Background: an optimization exercise with open tools, aiming at small area, a short achievable clock period and few clock cycles. Do not read the settings as production practice. Function was checked by simulation only, so behaviour that the tests miss may differ from the original.

==> wip/umber: inputs <==
Design kcpu_core, start of the top module:
module kcpu_core (
    input  wire        clk,
    input  wire        rst,           
    output reg         mem_req,
    output reg         mem_we,
    output reg  [31:0] mem_addr,
    output reg  [31:0] mem_wdata,
    output reg  [3:0]  mem_wstrb,
    input  wire        mem_gnt,
    input  wire        mem_rvalid,
    input  wire [31:0] mem_rdata,
    output reg         retire,
    output reg  [31:0] retire_pc,
    output reg         fault,
    output reg  [2:0]  fault_code,
    input  wire [3:0]  dbg_idx,
    output wire [31:0] dbg_rdata
);
Settings: LEC_CHECK=0, CAP_MARGIN=20, CORE_MARGIN=2, CORE_UTILIZATION=30, PLACE_DENSITY=0.5, SLEW_MARGIN=20; clock period 14.0 ns.
run.sh (not shown) runs the stock make flow with config.mk's settings and CLKGATE_MAP_FILE= SYNTH_SCRIPT=/design/flow/synth_recipe.tcl, a recipe that flattens the netlist after the stock synthesis.
==> inputs of wip/cedar, as changes to wip/umber <==
--- a/flow/design.v
+++ b/flow/design.v
@@ -47,32 +47,41 @@
             4'd7: dbg_r = xr[255:224];
             4'd8: dbg_r = xr[287:256];
             default: dbg_r = 32'd0;
         endcase
     end
     assign dbg_rdata = dbg_r;
-    reg [31:0] fq0, fq1, fq2;
-    reg [1:0]  fcnt;               
+    localparam FQN = 4;            
+    reg [31:0] fq [0:FQN-1];
+    reg [2:0]  fcnt;               
     reg [11:0] fa;                 
     reg [1:0]  tg0, tg1;
     reg [1:0]  qn;                 
-    wire [1:0]  off = pc[1:0];
-    wire [10:0] pcw = pc[12:2];
-    wire [95:0] fw  = {fq2, fq1, fq0};
-    reg  [47:0] ins;
+    reg [47:0] ir;
+    reg        irv;
+    wire [1:0]  off  = pc[1:0];
+    wire [10:0] pcw  = pc[12:2];
+    wire [1:0]  hoff = irv ? off + 2'd2 : off;       
+    wire        rsp   = mem_rvalid && (qn != 2'd0);
+    wire        rsp_f = rsp && tg0[0];
+    wire [31:0] vw1 = (fcnt == 3'd1) ? mem_rdata : fq[1];
+    wire [95:0] fw  = {fq[2], vw1, fq[0]};
+    reg  [47:0] ains;
     always @(*) begin
-        case (off)
-            2'd0: ins = fw[47:0];
-            2'd1: ins = fw[55:8];
-            2'd2: ins = fw[63:16];
-            default: ins = fw[71:24];
+        case (hoff)
+            2'd0: ains = fw[47:0];
+            2'd1: ains = fw[55:8];
+            2'd2: ains = fw[63:16];
+            default: ains = fw[71:24];
         endcase
     end
-    wire ivalid = (off == 2'd3) ? (fcnt == 2'd3) : fcnt[1];
+    wire avail_q = (hoff == 2'd3) ? (fcnt >= 3'd3) : (fcnt >= 3'd2);
+    wire avail   = avail_q || ((hoff != 2'd3) && (fcnt == 3'd1) && rsp_f);
+    wire [1:0] kw = hoff[1] ? 2'd2 : 2'd1;    
     wire pc_bad = (pc[31:13] != 19'd0) || (pc[12:0] > 13'd8186);
-    wire [1:0] kw = off[1] ? 2'd2 : 2'd1;    
+    wire [47:0] ins = ir;
     wire [4:0]  opcode = ins[4:0];
     wire        mode   = ins[5];
     wire [1:0]  width  = ins[7:6];
     wire [3:0]  dest   = ins[11:8];
     wire [3:0]  src    = ins[15:12];
     wire [31:0] imm    = ins[47:16];
@@ -258,24 +267,22 @@
     wire [31:0] ld_data = (nbytes == 3'd1) ? {24'd0, ld_sh[7:0]} :
                           (nbytes == 3'd2) ? {16'd0, ld_sh[15:0]} : ld_sh[31:0];
     wire [63:0] st_lane = {32'd0, rd_val} << {doff, 3'b000};
     wire [3:0]  st_mask = (nbytes == 3'd1) ? 4'b0001 : (nbytes == 3'd2) ? 4'b0011 : 4'b1111;
     wire [7:0]  st_strb = {4'd0, st_mask} << doff;
     wire [10:0] sdiff   = dw0 - pcw;
-    wire        st_hit  = (sdiff[10:2] == 9'd0) || (sdiff == 11'h7FF);
+    wire        st_hit  = (sdiff[10:3] == 8'd0) || (sdiff == 11'h7FF);
     wire run   = (st == S_RUN);
-    wire exok  = run && !pc_bad && ivalid && !exec_fault;
-    wire rsp   = mem_rvalid && (qn != 2'd0);
+    wire exok  = run && !pc_bad && irv && !exec_fault;
     wire rsp_d = rsp && tg0[1];
-    wire rsp_f = rsp && tg0[0];
     wire qfree = (qn != 2'd2);
-    wire ex_rd0  = run && !pc_bad && ivalid && is_rd && qfree;
+    wire ex_rd0  = run && !pc_bad && irv && is_rd && qfree;
     wire ex_rd1  = (st == S_LD) && d2 && (li == 2'd1) && qfree;
     wire ex_wr0  = exok && is_wr;
     wire ex_wr1  = (st == S_ST2);
-    wire ex_jmp  = run && !pc_bad && ivalid && op_jmp && jtaken && qfree;
+    wire ex_jmp  = run && !pc_bad && irv && op_jmp && jtaken && qfree;
     wire ex_bus  = ex_rd0 || ex_rd1 || ex_wr0 || ex_wr1 || ex_jmp;
     wire simple  = !(is_rd || is_wr || op_mul || op_div);
     wire ld_last = rsp_d && (!d2 || lr);
     reg  done;
     always @(*) begin
         case (st)
@@ -301,16 +308,17 @@
     wire [31:0] f_data = (st == S_DV1) ? 32'd0 : ng2;
     wire        jmp_tk = op_jmp && jtaken;
     wire        ip_gen = gen_we && (dest == 4'd8);
     wire [31:0] npc    = pc + 32'd6;
     wire        flush  = done && (jmp_tk || ip_gen || (is_wr && st_hit));
     wire [31:0] newpc  = jmp_tk ? jtarget : ip_gen ? gen_data : npc;
-    wire        cons_early = exok && simple && !(op_jmp && jtaken);
+    wire        ld_ir = avail && (!irv || done) && !flush;
+    wire        cons_early = avail_q && (!irv || (run && simple && !(op_jmp && jtaken)));
     wire [1:0]  nfv = {1'b0, tg0[0] && (qn != 2'd0)} + {1'b0, tg1[0] && (qn == 2'd2)};
-    wire [2:0]  fill = {1'b0, fcnt} + {1'b0, nfv};
-    wire        space = cons_early ? (fill < 3'd3 + {1'b0, kw}) : (fill < 3'd3);
+    wire [3:0]  fill = {1'b0, fcnt} + {2'b0, nfv};
+    wire        space = cons_early ? (fill < FQN + {2'b0, kw}) : (fill < FQN);
     wire        f_req = (st != S_HALT) && !fa[11] && qfree && space && !ex_bus;
     always @(*) begin
         mem_req   = ex_bus || f_req;
         mem_we    = ex_wr0 || ex_wr1;
         mem_wdata = ex_wr1 ? st_lane[63:32] : st_lane[31:0];
         mem_wstrb = ex_wr1 ? st_strb[7:4] : st_strb[3:0];
@@ -330,13 +338,14 @@
     always @(posedge clk) begin
         if (rst) begin
             st     <= S_RUN;
             xr     <= 288'd0;
             fault  <= 1'b0;
             retire <= 1'b0;
-            fcnt   <= 2'd0;
+            fcnt   <= 3'd0;
+            irv    <= 1'b0;
             fa     <= 12'd0;
             qn     <= 2'd0;
         end else begin
             retire <= done;
             if (done) retire_pc <= pc;
             begin : tags
@@ -349,37 +358,34 @@
                     if (n == 2'd0) t0 = push_tag; else t1 = push_tag;
                     n = n + 2'd1;
                 end
                 tg0 <= t0; tg1 <= t1; qn <= n;
             end
             if (flush) begin
-                fcnt <= 2'd0;
+                fcnt <= 3'd0;
+                irv  <= 1'b0;
                 fa   <= {1'b0, newpc[12:2]} + {11'd0, push && ex_jmp};
             end else begin : fq_upd
-                reg [1:0] k;
-                reg [1:0] base;
-                reg [31:0] n0, n1, n2;
-                k = done ? kw : 2'd0;
-                n0 = fq0; n1 = fq1; n2 = fq2;
-                if (k == 2'd1) begin n0 = fq1; n1 = fq2; end
-                else if (k == 2'd2) begin n0 = fq2; end
-                base = fcnt - k;
-                if (rsp_f) begin
-                    if (base == 2'd0) n0 = mem_rdata;
-                    if (base == 2'd1) n1 = mem_rdata;
-                    if (base == 2'd2) n2 = mem_rdata;
+                reg [2:0] k;
+                integer j;
+                k = ld_ir ? {1'b0, kw} : 3'd0;
+                if (ld_ir) ir <= ains;
+                if (ld_ir) irv <= 1'b1; else if (done) irv <= 1'b0;
+                for (j = 0; j < FQN; j = j + 1) begin
+                    if (rsp_f && fcnt + 3'd0 == j + k) fq[j] <= mem_rdata;
+                    else if (k == 3'd1 && j + 1 < FQN) fq[j] <= fq[j+1];
+                    else if (k == 3'd2 && j + 2 < FQN) fq[j] <= fq[j+2];
                 end
-                fq0 <= n0; fq1 <= n1; fq2 <= n2;
-                fcnt <= base + {1'b0, rsp_f && (base != 2'd3)};
+                fcnt <= fcnt + {2'b0, rsp_f && (fcnt < FQN + k)} - k;
                 fa   <= fa + {11'd0, push && !ex_bus};
             end
             case (st)
                 S_RUN: begin
                     if (pc_bad) begin
                         fault <= 1'b1; fault_code <= F_MEM; st <= S_HALT;
-                    end else if (ivalid) begin
+                    end else if (irv) begin
                         if (exec_fault) begin
                             fault <= 1'b1; fault_code <= exec_code; st <= S_HALT;
                         end else if (is_rd) begin
                             if (push) begin li <= 2'd1; lr <= 1'b0; st <= S_LD; end
                         end else if (is_wr) begin
                             if (mem_gnt && d2) st <= S_ST2;
==> summary.txt <==
metric	wip/umber	wip/cedar
Post-layout instance count excluding filler cells	10226	10692
FF+latch area	13520 sq um	15960 sq um
Final worst path period share	90.93%	79.37%
Utilization after layout	35.03%	34.81%
Number of buffers added by the clock tree synthesis step	77	84
DP Cell Count	10040	10475
Global router's overall resource usage	45.87%	43.39%
Maximum fanout encountered on the critical timing path	68	32
Via/cell ratio	6.736	6.737
Status	timing/DRC/antenna clean	timing/DRC/antenna clean
First-pass GRT wire length	594.7 mm	607.9 mm
Data arrival time of the critical path	9.93 ns	11.66 ns
Number of buffers and inverters on the critical path	6	4
Critical Path Start	xr[257]$_SDFFE_PP0N_	ir[14]$_DFFE_PP_
Number of distinct library cell variants in the gate-level netlist after synthesis	115	116
Max Fclk	78.55 MHz	89.99 MHz
Depth of the worst register-to-register path	35	32
Period minus WS final	12.73 ns	11.11 ns
Testbench counts of wip/umber, summed over its fixed seeds: cycles 37,968.
Testbench counts of wip/cedar, summed over its fixed seeds: cycles 34,367.

==> afterwards: timing with drivers on the ports <==
In the flow no input, the clock included, has a driving cell. The finished layouts below were timed again as built, in two steps. Step 1 assumes that a clkbuf_16 drives the clock port and a buf_2 every other input. Step 2 also shifts input and output timing later by t, the mid clock arrival at the registers, as if the neighbouring blocks saw the same clock. Slacks: ideal / step 1 / step 2; pairs: ideal / step 1.
run | t, ns | slack for setup (ns) | worst setup path at the end | clock arrival spread, ns | pins driven straight from the clock port
wip/umber | 0.859 | 1.270 / 1.170 / 1.938 | register to register | 0.075 / 0.075 | 1
wip/cedar | 0.868 | 2.888 / 2.864 / 2.888 | register to register | 0.067 / 0.066 | 1
After both steps setup and hold are still met in every run listed.
